Background: an optimization exercise with open tools, aiming at small area, a short achievable clock period and few clock cycles. Do not read the settings as production practice.
In this exercise RTL edits were held to simulation tests only and were not proved equivalent to the original.
Power figures rest on the tool's default switching activity, not on a simulated workload.

==> inputs of branch nickel <==
==> flow/design.v <==
module elf_cu (
    input  wire        clk,
    input  wire        rst,
    input  wire        in_valid,
    output wire        in_ready,
    input  wire [1:0]  in_op,
    input  wire [63:0] in_data,
    input  wire [6:0]  in_nbits,
    output wire        out_valid,
    input  wire        out_ready,
    output wire [63:0] out_data,
    output wire        out_last,
    output wire [3:0]  out_bytes
);
    localparam [63:0] END_SIGN = 64'h7FF8000000000000;
    localparam [1:0] OP_ADD     = 2'd0;
    localparam [1:0] OP_CLOSE   = 2'd1;
    localparam [1:0] OP_PUTBITS = 2'd2;
    localparam [1:0] OP_REFRESH = 2'd3;
    function [6:0] ctz64;
        input [63:0] a;
        reg [63:0] y;
        reg [5:0]  n;
        begin
            y = a;
            n = 6'd0;
            if (y[31:0] == 32'd0) begin n = n + 6'd32; y = y >> 32; end
            if (y[15:0] == 16'd0) begin n = n + 6'd16; y = y >> 16; end
            if (y[7:0] == 8'd0)   begin n = n + 6'd8;  y = y >> 8;  end
            if (y[3:0] == 4'd0)   begin n = n + 6'd4;  y = y >> 4;  end
            if (y[1:0] == 2'd0)   begin n = n + 6'd2;  y = y >> 2;  end
            if (y[0] == 1'b0)     begin n = n + 6'd1;               end
            ctz64 = (a == 64'd0) ? 7'd64 : {1'b0, n};
        end
    endfunction
    function [2:0] lzcode;
        input [63:0] a;
        begin
            if (a[63:40] == 24'd0)      lzcode = 3'd7;
            else if (a[63:42] == 22'd0) lzcode = 3'd6;
            else if (a[63:44] == 20'd0) lzcode = 3'd5;
            else if (a[63:46] == 18'd0) lzcode = 3'd4;
            else if (a[63:48] == 16'd0) lzcode = 3'd3;
            else if (a[63:52] == 12'd0) lzcode = 3'd2;
            else if (a[63:56] == 8'd0)  lzcode = 3'd1;
            else                        lzcode = 3'd0;
        end
    endfunction
    function [4:0] lzbucket;
        input [2:0] c;
        begin
            case (c)
                3'd0:    lzbucket = 5'd0;
                3'd1:    lzbucket = 5'd8;
                3'd2:    lzbucket = 5'd12;
                3'd3:    lzbucket = 5'd16;
                3'd4:    lzbucket = 5'd18;
                3'd5:    lzbucket = 5'd20;
                3'd6:    lzbucket = 5'd22;
                default: lzbucket = 5'd24;
            endcase
        end
    endfunction
    reg  adv;         
    reg  in_rdy;      
    wire adv_n;
    wire s0_v_n;
    assign in_ready = in_rdy;
    wire in_fire = in_valid && in_rdy;
    reg        s0_v;
    reg [1:0]  s0_op;
    reg [63:0] s0_d;
    reg [6:0]  s0_n;
    assign s0_v_n = in_fire || (s0_v && !adv);
    always @(posedge clk) begin
        if (in_rdy) begin
            s0_op <= in_op;
            s0_d  <= in_data;
            s0_n  <= in_nbits;
        end
    end
    reg        first;
    reg [63:0] stored_val;
    wire [63:0] v1c = (s0_op == OP_CLOSE) ? END_SIGN : s0_d;
    wire [63:0] x1c = first ? v1c : (stored_val ^ v1c);
    wire        val1c = (s0_op == OP_ADD) || (s0_op == OP_CLOSE);
    reg        s1_v;
    reg [1:0]  s1_op;
    reg [63:0] s1_x;       
    reg [2:0]  s1_lc;
    reg [6:0]  s1_tz;
    reg        s1_xz;
    reg        s1_first;
    reg [6:0]  s1_n;
    always @(posedge clk) begin
        if (adv) begin
            s1_op    <= s0_op;
            s1_x     <= val1c ? x1c : s0_d;
            s1_lc    <= lzcode(x1c);
            s1_tz    <= ctz64(x1c);
            s1_xz    <= (x1c == 64'd0);
            s1_first <= first;
            s1_n     <= (s0_n > 7'd64) ? 7'd64 : s0_n;
        end
    end
    always @(posedge clk) begin
        if (rst) begin
            first <= 1'b1;
        end else if (adv && s0_v) begin
            if (s0_op == OP_ADD) begin
                first      <= 1'b0;
                stored_val <= v1c;
            end else if (s0_op == OP_CLOSE || s0_op == OP_REFRESH) begin
                first <= 1'b1;
            end
        end
    end
    reg        win_v;
    reg [2:0]  w_lc;
    reg [5:0]  w_tz;
    wire [4:0] lz2   = lzbucket(s1_lc);
    wire [4:0] wlz2  = lzbucket(w_lc);
    wire [6:0] cb2   = 7'd64 - {2'b00, lz2} - s1_tz;
    wire       reuse = win_v && (s1_lc == w_lc) && (s1_tz[5:0] >= w_tz);
    reg [10:0] hdr2c;
    reg [6:0]  len2c;
    reg [6:0]  m2c;
    always @* begin
        hdr2c = 11'd0;
        len2c = 7'd0;
        m2c   = 7'd0;
        case (s1_op)
            OP_PUTBITS: begin
                len2c = s1_n;
                m2c   = s1_n;
            end
            OP_REFRESH: begin
                len2c = 7'd0;
                m2c   = 7'd0;
            end
            default: begin
                if (s1_first) begin
                    hdr2c = {s1_tz, 4'd0};
                    len2c = 7'd71 - s1_tz;
                    m2c   = 7'd71;
                end else if (s1_xz) begin
                    hdr2c = {2'b01, 9'd0};
                    len2c = 7'd2;
                    m2c   = 7'd0;
                end else if (reuse) begin
                    hdr2c = 11'd0;
                    len2c = 7'd66 - {2'b00, wlz2} - {1'b0, w_tz};
                    m2c   = 7'd66 - {2'b00, wlz2};
                end else if (cb2 <= 7'd16) begin
                    hdr2c = {2'b10, s1_lc, cb2[3:0], 2'b00};
                    len2c = 7'd9 + cb2;
                    m2c   = 7'd73 - {2'b00, lz2};
                end else begin
                    hdr2c = {2'b11, s1_lc, cb2[5:0]};
                    len2c = 7'd11 + cb2;
                    m2c   = 7'd75 - {2'b00, lz2};
                end
            end
        endcase
    end
    reg        s2_v;
    reg [1:0]  s2_op;
    reg [63:0] s2_x;
    reg [10:0] s2_hdr;
    reg [6:0]  s2_len;
    reg [6:0]  s2_m;
    always @(posedge clk) begin
        if (adv) begin
            s2_op  <= s1_op;
            s2_x   <= s1_x;
            s2_hdr <= hdr2c;
            s2_len <= len2c;
            s2_m   <= m2c;
        end
    end
    always @(posedge clk) begin
        if (rst) begin
            win_v <= 1'b0;
        end else if (adv && s1_v) begin
            if (s1_op == OP_CLOSE || s1_op == OP_REFRESH) begin
                win_v <= 1'b0;
            end else if (s1_op == OP_ADD && !s1_first && !s1_xz && !reuse) begin
                win_v <= 1'b1;
                w_lc  <= s1_lc;
                w_tz  <= s1_tz[5:0];
            end
        end
    end
    wire [138:0] sh3 = {s2_x, 75'd0} >> s2_m;
    wire [74:0]  code3c = {s2_hdr, 64'd0} | sh3[74:0];
    reg        s3_v;
    reg [1:0]  s3_op;
    reg [74:0] s3_code;
    reg [6:0]  s3_len;
    always @(posedge clk) begin
        if (adv) begin
            s3_op   <= s2_op;
            s3_code <= code3c;
            s3_len  <= s2_len;
        end
    end
    always @(posedge clk) begin
        if (rst) begin
            s1_v <= 1'b0;
            s2_v <= 1'b0;
            s3_v <= 1'b0;
        end else if (adv) begin
            s1_v <= s0_v;
            s2_v <= s1_v;
            s3_v <= s2_v;
        end
    end
    reg [5:0]  p;          
    reg [63:0] cur;        
    reg [10:0] ext;        
    reg        st_full;    
    reg        st_flush;   
    reg        st_close;   
    wire [138:0] w4    = {s3_code, 64'd0} >> p;
    wire [7:0]   tot4  = {2'b00, p} + {1'b0, s3_len};
    wire [63:0]  word0 = cur | w4[138:75];
    wire take4 = adv && s3_v;
    wire busy4 = st_full || st_flush;
    reg        q0_v, q1_v;
    reg [63:0] q0_d, q1_d;
    reg        q0_l, q1_l;
    reg [3:0]  q0_b, q1_b;
    reg        push;
    reg [63:0] push_d;
    reg        push_l;
    reg [3:0]  push_b;
    reg [5:0]  p_n;
    reg [63:0] cur_n;
    reg [10:0] ext_n;
    reg        st_full_n, st_flush_n, st_close_n;
    always @* begin
        push   = 1'b0;
        push_d = word0;
        push_l = 1'b0;
        push_b = 4'd8;
        p_n    = p;
        cur_n  = cur;
        ext_n  = ext;
        st_full_n  = st_full;
        st_flush_n = st_flush;
        st_close_n = st_close;
        if (busy4) begin
            if (!q1_v) begin
                push   = 1'b1;
                push_d = cur;
                if (st_full) begin
                    push_l = st_close && (p == 6'd0);
                    push_b = 4'd8;
                    cur_n  = {ext, 53'd0};
                    st_full_n = 1'b0;
                    if (st_close) begin
                        if (p == 6'd0) begin
                            cur_n = 64'd0;
                            st_close_n = 1'b0;
                        end else begin
                            st_flush_n = 1'b1;
                        end
                    end
                end else begin
                    push_l = 1'b1;
                    push_b = {1'b0, 3'd0} + (({1'b0, p[5:0]} + 7'd7) >> 3);
                    cur_n  = 64'd0;
                    p_n    = 6'd0;
                    st_flush_n = 1'b0;
                    st_close_n = 1'b0;
                end
            end
        end else if (take4) begin
            if (s3_op == OP_REFRESH) begin
                cur_n = 64'd0;
                p_n   = 6'd0;
            end else if (tot4 < 8'd64) begin
                if (s3_op == OP_CLOSE) begin
                    push   = 1'b1;
                    push_l = 1'b1;
                    push_b = (tot4[6:0] + 7'd7) >> 3;
                    cur_n  = 64'd0;
                    p_n    = 6'd0;
                end else begin
                    cur_n = word0;
                    p_n   = tot4[5:0];
                end
            end else begin
                push   = 1'b1;
                push_l = (s3_op == OP_CLOSE) && (tot4 == 8'd64);
                cur_n  = w4[74:11];
                p_n    = tot4[5:0];
                if (tot4 < 8'd128) begin
                    if (s3_op == OP_CLOSE) begin
                        if (tot4 == 8'd64) begin
                            cur_n = 64'd0;
                        end else begin
                            st_flush_n = 1'b1;
                            st_close_n = 1'b1;
                        end
                    end
                end else begin
                    ext_n      = w4[10:0];
                    st_full_n  = 1'b1;
                    st_close_n = (s3_op == OP_CLOSE);
                end
            end
        end
    end
    always @(posedge clk) begin
        if (rst) begin
            p        <= 6'd0;
            cur      <= 64'd0;
            st_full  <= 1'b0;
            st_flush <= 1'b0;
            st_close <= 1'b0;
        end else begin
            p        <= p_n;
            cur      <= cur_n;
            st_full  <= st_full_n;
            st_flush <= st_flush_n;
            st_close <= st_close_n;
        end
        ext <= ext_n;
    end
    wire pop = q0_v && out_ready;
    reg  q0_v_n, q1_v_n;
    always @* begin
        q0_v_n = q0_v;
        q1_v_n = q1_v;
        if (q1_v) begin
            if (pop) q1_v_n = 1'b0;
        end else if (!q0_v || pop) begin
            q0_v_n = push;
        end else if (push) begin
            q1_v_n = 1'b1;
        end
    end
    always @(posedge clk) begin
        if (q1_v) begin
            if (pop) begin
                q0_d <= q1_d;
                q0_l <= q1_l;
                q0_b <= q1_b;
            end
        end else if (!q0_v || pop) begin
            q0_d <= push_d;
            q0_l <= push_l;
            q0_b <= push_b;
        end else if (push) begin
            q1_d <= push_d;
            q1_l <= push_l;
            q1_b <= push_b;
        end
    end
    always @(posedge clk) begin
        if (rst) begin
            q0_v <= 1'b0;
            q1_v <= 1'b0;
        end else begin
            q0_v <= q0_v_n;
            q1_v <= q1_v_n;
        end
    end
    assign out_valid = q0_v;
    assign out_data  = q0_d;
    assign out_last  = q0_l;
    assign out_bytes = q0_b;
    assign adv_n = !st_full_n && !st_flush_n && !q1_v_n;
    always @(posedge clk) begin
        if (rst) begin
            adv    <= 1'b1;
            in_rdy <= 1'b1;
            s0_v   <= 1'b0;
        end else begin
            adv    <= adv_n;
            in_rdy <= !s0_v_n || adv_n;
            s0_v   <= s0_v_n;
        end
    end
endmodule
==> flow/run.sh <==
#!/bin/bash
# synth_recipe.tcl (not shown) runs the flow's synth.tcl, then flattens the netlist and writes it again
# the make line also repeats each setting of config.mk as NAME=value (left out here)
make -C /OpenROAD-flow-scripts/flow DESIGN_CONFIG=/design/flow/config.mk WORK_HOME=/design/flow/orfs CLKGATE_MAP_FILE= SYNTH_SCRIPT=/design/flow/synth_recipe.tcl finish
==> flow/config.mk <==
export PLATFORM = sky130hd
export DESIGN_NAME = elf_cu
export DESIGN_NICKNAME = elf_cu
export VERILOG_FILES = /design/flow/design.v
export SDC_FILE = /design/flow/constraint.sdc
export NUM_CORES = 4
export LEC_CHECK = 0
export CAP_MARGIN = 20
export CORE_MARGIN = 2
export CORE_UTILIZATION = 40
export SLEW_MARGIN = 20
==> flow/constraint.sdc <==
create_clock -name core_clock -period 11.0 [get_ports {clk}]
set_input_delay 2.2000 -clock core_clock [delete_from_list [all_inputs] [get_ports {clk}]]
set_output_delay 2.2000 -clock core_clock [all_outputs]
set_load 0.01 [all_outputs]
==> inputs of branch fjord, as changes to branch nickel <==
--- a/flow/design.v
+++ b/flow/design.v
@@ -82,24 +82,28 @@
     reg        first;
     reg [63:0] stored_val;
-    wire [63:0] v1c = (s0_op == OP_CLOSE) ? END_SIGN : s0_d;
-    wire [63:0] x1c = first ? v1c : (stored_val ^ v1c);
-    wire        val1c = (s0_op == OP_ADD) || (s0_op == OP_CLOSE);
+    wire [63:0] v1c   = (s0_op == OP_CLOSE) ? END_SIGN : s0_d;
+    wire        val1c = !s0_op[1];
+    wire        put1c = (s0_op == OP_PUTBITS);
+    wire [63:0] x1c   = first ? v1c : (stored_val ^ v1c);
+    wire [63:0] src1c = val1c ? x1c : s0_d;
+    wire [6:0]  n1c   = (s0_n > 7'd64) ? 7'd64 : s0_n;
+    wire [2:0]  lc1c  = lzcode(x1c);
+    wire [6:0]  sa1c  = put1c ? (7'd64 - n1c) : (first ? 7'd0 : {2'b00, lzbucket(lc1c)});
+    wire [63:0] y1c   = sa1c[6] ? 64'd0 : (src1c << sa1c[5:0]);
     reg        s1_v;
     reg [1:0]  s1_op;
-    reg [63:0] s1_x;       
+    reg [63:0] s1_y;       
     reg [2:0]  s1_lc;
-    reg [6:0]  s1_tz;
+    reg [6:0]  s1_tz;      
     reg        s1_xz;
     reg        s1_first;
-    reg [6:0]  s1_n;
     always @(posedge clk) begin
         if (adv) begin
             s1_op    <= s0_op;
-            s1_x     <= val1c ? x1c : s0_d;
-            s1_lc    <= lzcode(x1c);
-            s1_tz    <= ctz64(x1c);
+            s1_y     <= y1c;
+            s1_lc    <= lc1c;
+            s1_tz    <= put1c ? n1c : ctz64(x1c);
             s1_xz    <= (x1c == 64'd0);
             s1_first <= first;
-            s1_n     <= (s0_n > 7'd64) ? 7'd64 : s0_n;
         end
     end
@@ -124,57 +128,52 @@
     wire       reuse = win_v && (s1_lc == w_lc) && (s1_tz[5:0] >= w_tz);
     reg [10:0] hdr2c;
+    reg [3:0]  hl2c;       
     reg [6:0]  len2c;
-    reg [6:0]  m2c;
     always @* begin
         hdr2c = 11'd0;
+        hl2c  = 4'd0;
         len2c = 7'd0;
-        m2c   = 7'd0;
         case (s1_op)
             OP_PUTBITS: begin
-                len2c = s1_n;
-                m2c   = s1_n;
+                len2c = s1_tz;
             end
             OP_REFRESH: begin
                 len2c = 7'd0;
-                m2c   = 7'd0;
             end
             default: begin
                 if (s1_first) begin
                     hdr2c = {s1_tz, 4'd0};
+                    hl2c  = 4'd7;
                     len2c = 7'd71 - s1_tz;
-                    m2c   = 7'd71;
                 end else if (s1_xz) begin
                     hdr2c = {2'b01, 9'd0};
+                    hl2c  = 4'd2;
                     len2c = 7'd2;
-                    m2c   = 7'd0;
                 end else if (reuse) begin
                     hdr2c = 11'd0;
+                    hl2c  = 4'd2;
                     len2c = 7'd66 - {2'b00, wlz2} - {1'b0, w_tz};
-                    m2c   = 7'd66 - {2'b00, wlz2};
                 end else if (cb2 <= 7'd16) begin
                     hdr2c = {2'b10, s1_lc, cb2[3:0], 2'b00};
+                    hl2c  = 4'd9;
                     len2c = 7'd9 + cb2;
-                    m2c   = 7'd73 - {2'b00, lz2};
                 end else begin
                     hdr2c = {2'b11, s1_lc, cb2[5:0]};
+                    hl2c  = 4'd11;
                     len2c = 7'd11 + cb2;
-                    m2c   = 7'd75 - {2'b00, lz2};
                 end
             end
         endcase
     end
+    wire [74:0] code2c = {hdr2c, 64'd0} | ({s1_y, 11'd0} >> hl2c);
     reg        s2_v;
     reg [1:0]  s2_op;
-    reg [63:0] s2_x;
-    reg [10:0] s2_hdr;
+    reg [74:0] s2_code;
     reg [6:0]  s2_len;
-    reg [6:0]  s2_m;
     always @(posedge clk) begin
         if (adv) begin
-            s2_op  <= s1_op;
-            s2_x   <= s1_x;
-            s2_hdr <= hdr2c;
-            s2_len <= len2c;
-            s2_m   <= m2c;
+            s2_op   <= s1_op;
+            s2_code <= code2c;
+            s2_len  <= len2c;
         end
     end
@@ -192,26 +191,11 @@
         end
     end
-    wire [138:0] sh3 = {s2_x, 75'd0} >> s2_m;
-    wire [74:0]  code3c = {s2_hdr, 64'd0} | sh3[74:0];
-    reg        s3_v;
-    reg [1:0]  s3_op;
-    reg [74:0] s3_code;
-    reg [6:0]  s3_len;
-    always @(posedge clk) begin
-        if (adv) begin
-            s3_op   <= s2_op;
-            s3_code <= code3c;
-            s3_len  <= s2_len;
-        end
-    end
     always @(posedge clk) begin
         if (rst) begin
             s1_v <= 1'b0;
             s2_v <= 1'b0;
-            s3_v <= 1'b0;
         end else if (adv) begin
             s1_v <= s0_v;
             s2_v <= s1_v;
-            s3_v <= s2_v;
         end
     end
@@ -222,9 +206,9 @@
     reg        st_flush;   
     reg        st_close;   
-    wire [138:0] w4    = {s3_code, 64'd0} >> p;
-    wire [7:0]   tot4  = {2'b00, p} + {1'b0, s3_len};
-    wire [63:0]  word0 = cur | w4[138:75];
-    wire take4 = adv && s3_v;
-    wire busy4 = st_full || st_flush;
+    wire [138:0] w3    = {s2_code, 64'd0} >> p;
+    wire [7:0]   tot3  = {2'b00, p} + {1'b0, s2_len};
+    wire [63:0]  word0 = cur | w3[138:75];
+    wire take3 = adv && s2_v;
+    wire busy3 = st_full || st_flush;
     reg        q0_v, q1_v;
     reg [63:0] q0_d, q1_d;
@@ -250,5 +234,5 @@
         st_flush_n = st_flush;
         st_close_n = st_close;
-        if (busy4) begin
+        if (busy3) begin
             if (!q1_v) begin
                 push   = 1'b1;
@@ -276,27 +260,27 @@
                 end
             end
-        end else if (take4) begin
-            if (s3_op == OP_REFRESH) begin
+        end else if (take3) begin
+            if (s2_op == OP_REFRESH) begin
                 cur_n = 64'd0;
                 p_n   = 6'd0;
-            end else if (tot4 < 8'd64) begin
-                if (s3_op == OP_CLOSE) begin
+            end else if (tot3 < 8'd64) begin
+                if (s2_op == OP_CLOSE) begin
                     push   = 1'b1;
                     push_l = 1'b1;
-                    push_b = (tot4[6:0] + 7'd7) >> 3;
+                    push_b = (tot3[6:0] + 7'd7) >> 3;
                     cur_n  = 64'd0;
                     p_n    = 6'd0;
                 end else begin
                     cur_n = word0;
-                    p_n   = tot4[5:0];
+                    p_n   = tot3[5:0];
                 end
             end else begin
                 push   = 1'b1;
-                push_l = (s3_op == OP_CLOSE) && (tot4 == 8'd64);
-                cur_n  = w4[74:11];
-                p_n    = tot4[5:0];
-                if (tot4 < 8'd128) begin
-                    if (s3_op == OP_CLOSE) begin
-                        if (tot4 == 8'd64) begin
+                push_l = (s2_op == OP_CLOSE) && (tot3 == 8'd64);
+                cur_n  = w3[74:11];
+                p_n    = tot3[5:0];
+                if (tot3 < 8'd128) begin
+                    if (s2_op == OP_CLOSE) begin
+                        if (tot3 == 8'd64) begin
                             cur_n = 64'd0;
                         end else begin
@@ -306,7 +290,7 @@
                     end
                 end else begin
-                    ext_n      = w4[10:0];
+                    ext_n      = w3[10:0];
                     st_full_n  = 1'b1;
-                    st_close_n = (s3_op == OP_CLOSE);
+                    st_close_n = (s2_op == OP_CLOSE);
                 end
             end
==> notes <==
- Branch nickel completed with no timing, DRC or antenna violations. Branch fjord finished clean.
- Against branch fjord, the final cell count of branch nickel is higher by 2.0%.
- Between branch nickel and branch fjord, the lower combinational power is in branch nickel (gap about 19%, measured against branch fjord).
- Between branch fjord and branch nickel, the lower maximum frequency is in branch fjord (gap about 9%, measured against branch nickel).
- Of branch nickel and branch fjord, branch nickel has the higher power (gap about 3%, measured against branch fjord).
- Against branch fjord, the final area of branch nickel is higher by about 5.5%.
- In branch nickel the die area is larger than in branch fjord, by about 5%.
Testbench counts of branch nickel, summed over its fixed seeds: cycles 39,282.
Testbench counts of branch fjord, summed over its fixed seeds: cycles 39,274.

==> afterwards: timing with drivers on the ports <==
Ports are ideal in the flow. The routed layouts listed here were re-timed in OpenROAD. Step 1, drivers: a clkbuf_16 drives clk and a buf_2 each remaining input, both assumed. Step 2, shift: input delay + t, output delay - t, t = (earliest + latest rising clock arrival at the registers) / 2. This alone moves slack from input paths to output paths. a / b / c = ideal ports / drivers / drivers and shift; a / b = the first two.
run	t (ns)	setup slack, ns	latest minus earliest clock arrival (ns)	worst register clock-pin slew, ns	pins driven straight from the clock port
branch nickel	0.690	5.202 / 5.202 / 5.202	0.032 / 0.031	0.06 / 0.06	1
branch fjord	0.708	4.620 / 4.620 / 4.620	0.056 / 0.056	0.07 / 0.07	1
After both steps every run listed still meets setup and hold.
